Background: an optimization exercise with open tools, aiming at small area, a short achievable clock period and few clock cycles. Do not read the settings as production practice.
Where RTL was checked, it was by simulation tests only, not by an equivalence proof against the original.
Power figures rest on the tool's default switching activity, not on a simulated workload.

## run a
// th_core
module th_core (
    input  wire        clk,
    input  wire        rst,           
    input  wire        run_start,
    input  wire [31:0] run_budget,    
    output wire        busy,
    output reg         done,
    output wire [31:0] consumed,
    output reg         refused,
    input  wire        host_wr,
    input  wire [4:0]  host_idx,
    input  wire [15:0] host_wdata,
    input  wire        di_req,
    input  wire [1:0]  irq_line,      
    output wire [31:0] pc_o,
    output wire [31:0] st_o,
    output wire        intout,
    output wire        mem_req,
    output wire        mem_we,
    output wire [27:0] mem_addr,
    output wire [15:0] mem_wdata,
    input  wire        mem_ready,
    input  wire [15:0] mem_rdata
);
For scale: roughly 5500 cells after synthesis, about 1300 flip-flops, roughly 220 I/O pins.
export LEC_CHECK = 0
export CAP_MARGIN = 20
export CORE_MARGIN = 2
export CORE_UTILIZATION = 40
export SLEW_MARGIN = 20
export TNS_END_PERCENT = 5
create_clock -name core_clock -period 12.0 [get_ports {clk}]
standard.sh (not shown) runs the stock make flow with config.mk's settings and CLKGATE_MAP_FILE= SYNTH_SCRIPT=/design/flow/synth_recipe.tcl, a recipe that flattens the netlist after the stock synthesis.
==> flow/flow/run.sh <==
#!/bin/bash
set -euo pipefail
bash standard.sh SETUP_SLACK_MARGIN=8 finish > orfs_make.log 2>&1
The final layout from run a, which completed every stage, passed the timing, design-rule and antenna checks at the end of the flow.
#### Input delta (run b over run a)
-- flow/design.v --
<<< run a, line 27
    assign s    = p0 ^ {g[L][W-2:0], cin};
    assign cout = g[L][W-1];
endmodule
module th_br_tgt (
    input  wire [27:0] base,
    input  wire [15:0] d,
    output wire [27:0] t
);
    wire [15:0] s;
    wire        c;
    th_ks_add #(16, 4) u_lo (.a(base[15:0]), .b(d), .cin(1'b0), .s(s), .cout(c));
    wire [11:0] hi   = base[27:16];
    wire [11:0] hi_p = hi + 12'd1;
    wire [11:0] hi_m = ~(~hi + 12'd1);       
    wire        up   = c & ~d[15];
    wire        dn   = ~c & d[15];
    assign t[15:0]  = s;
    assign t[27:16] = (hi & {12{~up & ~dn}}) | (hi_p & {12{up}}) | (hi_m & {12{dn}});
endmodule
module th_core (
>>> run b, line 27
    assign s    = p0 ^ {g[L][W-2:0], cin};
    assign cout = g[L][W-1];
endmodule
module th_core (
<<< run a, line 201
    wire [27:0] pcw_inc  = pc[31:4] + 28'd1;
    wire [27:0] abus_inc = abus + 28'd1;
    wire [27:0] dsj_tgt;
    th_br_tgt u_tgt (.base(pcw_inc), .d(rd), .t(dsj_tgt));
    wire [31:0] rdlo     = {rd, lo};
    localparam A_HOLD = 0, A_PC = 1, A_PCI = 2, A_TGT = 3, A_RDLO = 4, A_INC = 5,
>>> run b, line 185
    wire [27:0] pcw_inc  = pc[31:4] + 28'd1;
    wire [27:0] abus_inc = abus + 28'd1;
    wire [27:0] dsj_tgt  = pcw_inc + {{12{rd[15]}}, rd};
    wire        br_take  = sO1 & k_dsj & dsj_taken;    
    wire [31:0] rdlo     = {rd, lo};
    localparam A_HOLD = 0, A_PC = 1, A_PCI = 2, A_TGT = 3, A_RDLO = 4, A_INC = 5,
<<< run a, line 233
        if (sO1 && ok) begin
            Sn[I_O1] = 1'b0;
            asel = (k_dsj && dsj_taken) ? A_TGT : A_PCI;
            if (k_addi || k_dsj) Sn[I_F]  = 1'b1;
            else                 Sn[I_O2] = 1'b1;
>>> run b, line 217
        if (sO1 && ok) begin
            Sn[I_O1] = 1'b0;
            asel = A_PCI;                     
            if (k_addi || k_dsj) Sn[I_F]  = 1'b1;
            else                 Sn[I_O2] = 1'b1;
<<< run a, line 271
            A_PC:    na = pc[31:4];
            A_PCI:   na = pcw_inc;
            A_TGT:   na = dsj_tgt;
            A_RDLO:  na = rdlo[31:4];
            A_INC:   na = abus_inc;
>>> run b, line 255
            A_PC:    na = pc[31:4];
            A_PCI:   na = pcw_inc;
            A_RDLO:  na = rdlo[31:4];
            A_INC:   na = abus_inc;
<<< run a, line 383
            if (sO1 && ok) begin
                lo <= rd;
                pc <= (k_dsj && dsj_taken) ? {dsj_tgt, 4'b0} : {pcw_inc, 4'b0};
                if (k_addi) wb_addi <= 1'b1;
            end
>>> run b, line 366
            if (sO1 && ok) begin
                lo <= rd;
                pc <= {pcw_inc, 4'b0};
                if (k_addi) wb_addi <= 1'b1;
            end
<<< run a, line 408
            if (sR3 && ok) lo <= rd;
            if (sR4 && ok) pc <= rdlo;
        end
    end
>>> run b, line 391
            if (sR3 && ok) lo <= rd;
            if (sR4 && ok) pc <= rdlo;
            if (br_take && ok) begin
                pc   <= {dsj_tgt, 4'b0};
                abus <= dsj_tgt;
            end
        end
    end
Results
Comparing violation count after the first detailed-route iteration for run a and run b, the bigger number came from run a.
Placed standard-cell area in run b is about 2.7% lower than in run a
Run a vs run b, classification of the worst setup path: in2reg vs reg2out
Summary of the comparison: sequential power is higher in run b, relative to run a.
Against run a, the final cell area of run b is lower.
Going from run a to run b, initial antenna violation count went up, placer's final routability congestion estimate down about 0.32%, via count dropped 2593, final critical path time including I/O delays and setup fell by 0.43 ns.
Delta (run b minus run a): fraction of power consumed by the clock network now sits higher, initial cell density of the core now sits at about the same level, met3 wire length now sits higher, share of the final layout cell area in multi-input gates now sits lower.
Testbench counts of run b, summed over its fixed seeds: cycles 182,188.
The RTL of run a was laid out without a check of its function.


== branch nickel ==
th_core, a different RTL version from the one above (not shown whole).
Size in the first run: ~5200 cells after synthesis, about 1300 flip-flops, about 220 I/O pins.
// th_core
module th_core (
    input  wire        clk,
    input  wire        rst,           
    input  wire        run_start,
    input  wire [31:0] run_budget,    
    output wire        busy,
    output reg         done,
    output wire [31:0] consumed,
    output reg         refused,
    input  wire        host_wr,
    input  wire [4:0]  host_idx,
    input  wire [15:0] host_wdata,
    input  wire        di_req,
    input  wire [1:0]  irq_line,      
    output wire [31:0] pc_o,
    output wire [31:0] st_o,
    output wire        intout,
    output wire        mem_req,
    output wire        mem_we,
    output wire [27:0] mem_addr,
    output wire [15:0] mem_wdata,
    input  wire        mem_ready,
    input  wire [15:0] mem_rdata
);
export LEC_CHECK = 0
export CAP_MARGIN = 20
export CORE_MARGIN = 2
export CORE_UTILIZATION = 40
export CTS_BUF_LIST = sky130_fd_sc_hd__clkbuf_8
export SLEW_MARGIN = 20
export TNS_END_PERCENT = 5
create_clock -name core_clock -period 12.0 [get_ports {clk}]
==> flow/flow/run.sh <==
#!/bin/bash
set -euo pipefail
bash standard.sh SETUP_SLACK_MARGIN=8 "BUFFER_PORTS_ARGS=-buffer_cell sky130_fd_sc_hd__buf_4" finish > orfs_make.log 2>&1
Inputs modified between branch nickel and branch umber:
--- a/flow/design.v
+++ b/flow/design.v
@@ -88,15 +88,14 @@
     reg        stop_flag;
     reg        pend_hi, pend_di, pend_wv;
     reg [15:0] io [0:31];
     reg        k_movi, k_addi, k_dsj, k_stl, k_ldl, k_stw, k_ldw, k_jmpa;    
     reg [3:0]  rn;                    
     reg [31:0] an;                    
     reg [15:0] lo;                    
-    reg [15:0] wdata;                 
     reg [3:0]  vsel;                  
     reg        nocheck;               
     reg        wb_addi;               
     reg        ioph;                  
     reg [15:0] io_q;
     reg [27:0] abus;                  
     reg        a_en, a_we;            
@@ -106,14 +105,17 @@
     assign pc_o   = pc;
     assign st_o   = st;
     assign intout = io[15][7];
     assign consumed  = budget;         
     assign mem_req   = a_en & ~a_io;
     assign mem_we    = a_we;
     assign mem_addr  = abus;
+    wire [15:0] wdata = sD1   ? an[15:0]  : sD2   ? an[31:16] :
+                        sINT1 ? pc[15:0]  : sINT2 ? pc[31:16] :
+                        sINT4 ? st[15:0]  : st[31:16];
     assign mem_wdata = wdata;
     wire [15:0] intpend = {4'b0, pend_wv, pend_di, pend_hi, 6'b0, irq_line[1], irq_line[0], 1'b0};
     wire [15:0] irq     = intpend & io[17];
     wire        nmi     = io[16][8];
     wire        mirq    = st[IE_BIT] & (irq[9] | irq[10] | irq[11] | irq[1] | irq[2]);
     reg [3:0] sel_vsel;
     always @(*) begin
@@ -284,15 +286,14 @@
             k_ldl     <= 1'b0;
             k_stw     <= 1'b0;
             k_ldw     <= 1'b0;
             k_jmpa    <= 1'b0;
             rn        <= 4'd0;
             an        <= 32'd0;
             lo        <= 16'd0;
-            wdata     <= 16'd0;
             vsel      <= 4'd0;
             nocheck   <= 1'b0;
             wb_addi   <= 1'b0;
             ioph      <= 1'b0;
             io_q      <= 16'd0;
             done      <= 1'b0;
             refused   <= 1'b0;
@@ -365,24 +366,18 @@
             if (sO1 && ok) begin
                 lo <= rd;
                 pc <= {pcw_inc, 4'b0};
                 if (k_addi) wb_addi <= 1'b1;
             end
             if (sO2 && ok) begin
                 pc    <= k_jmpa ? rdlo : {pcw_inc, 4'b0};
-                wdata <= an[15:0];
             end
             if (sD1 && ok) begin
                 lo    <= rd;
-                wdata <= an[31:16];
             end
-            if (sINT0)        wdata <= pc[15:0];
-            if (sINT1 && ok)  wdata <= pc[31:16];
-            if (sINT3)        wdata <= st[15:0];
-            if (sINT4 && ok)  wdata <= st[31:16];
             if (sINT5 && ok)  st    <= ST_INIT;
             if (sINT6 && ok)  lo    <= rd;
             if (sINT7 && ok) begin
                 pc      <= rdlo;
                 nocheck <= 1'b1;
             end
             if (sR1 && ok) lo <= rd;
==> comparison <==
- Hold path depth sits lower in branch umber than in branch nickel.
- branch nickel and branch umber ended up with roughly the same adder and majority cell fraction of the synthesized area.
- Summary of the comparison: multiplexer area fraction after synthesis is lower in branch umber, relative to branch nickel.
- Non-clock buffer count: higher on branch nickel
- Against branch nickel, branch umber reports a overall routing resource usage that is lower.
- branch umber: proportion of power drawn by the clock network higher than branch nickel
- Delta(register fraction of the total cell area, branch umber - branch nickel) > 0
- [compare] base=branch nickel new=branch umber: post-layout net count shrank by 1.7%, combinational share of power shrank by 2.5 points.
No functional check of the RTL was part of any run of this note.

-- separate check: timing with driven ports --
Ports are ideal in the flow. The routed layouts listed here were re-timed in OpenROAD. Step 1 assumes that a clkbuf_16 drives the clock port and a buf_2 every other input. Step 2 moves the port delays by t, midway between the first and last clock arrival at a register: inputs arrive t later, outputs are due t later. That takes back most of the time a late clock gives input paths. Slacks: ideal / step 1 / step 2; pairs: ideal / step 1.
run	t, ns	slack for setup (ns)	worst setup path after step 2	latest minus earliest clock arrival (ns)	cell pins on the clock port's net
run a	0.865	6.524 / 6.407 / 5.542	input to register	0.033 / 0.033	1
run b	0.893	6.951 / 6.863 / 6.043	input to register	0.053 / 0.054	1
branch nickel	1.056	7.017 / 6.925 / 6.063	input to register	0.127 / 0.127	1
branch umber	1.062	6.624 / 6.542 / 6.046	input to register	0.105 / 0.105	1
After both steps every run listed still meets setup and hold. For run a, which loses most, drivers alone change the setup slack by -0.117 ns; drivers and shift together by -0.982 ns.
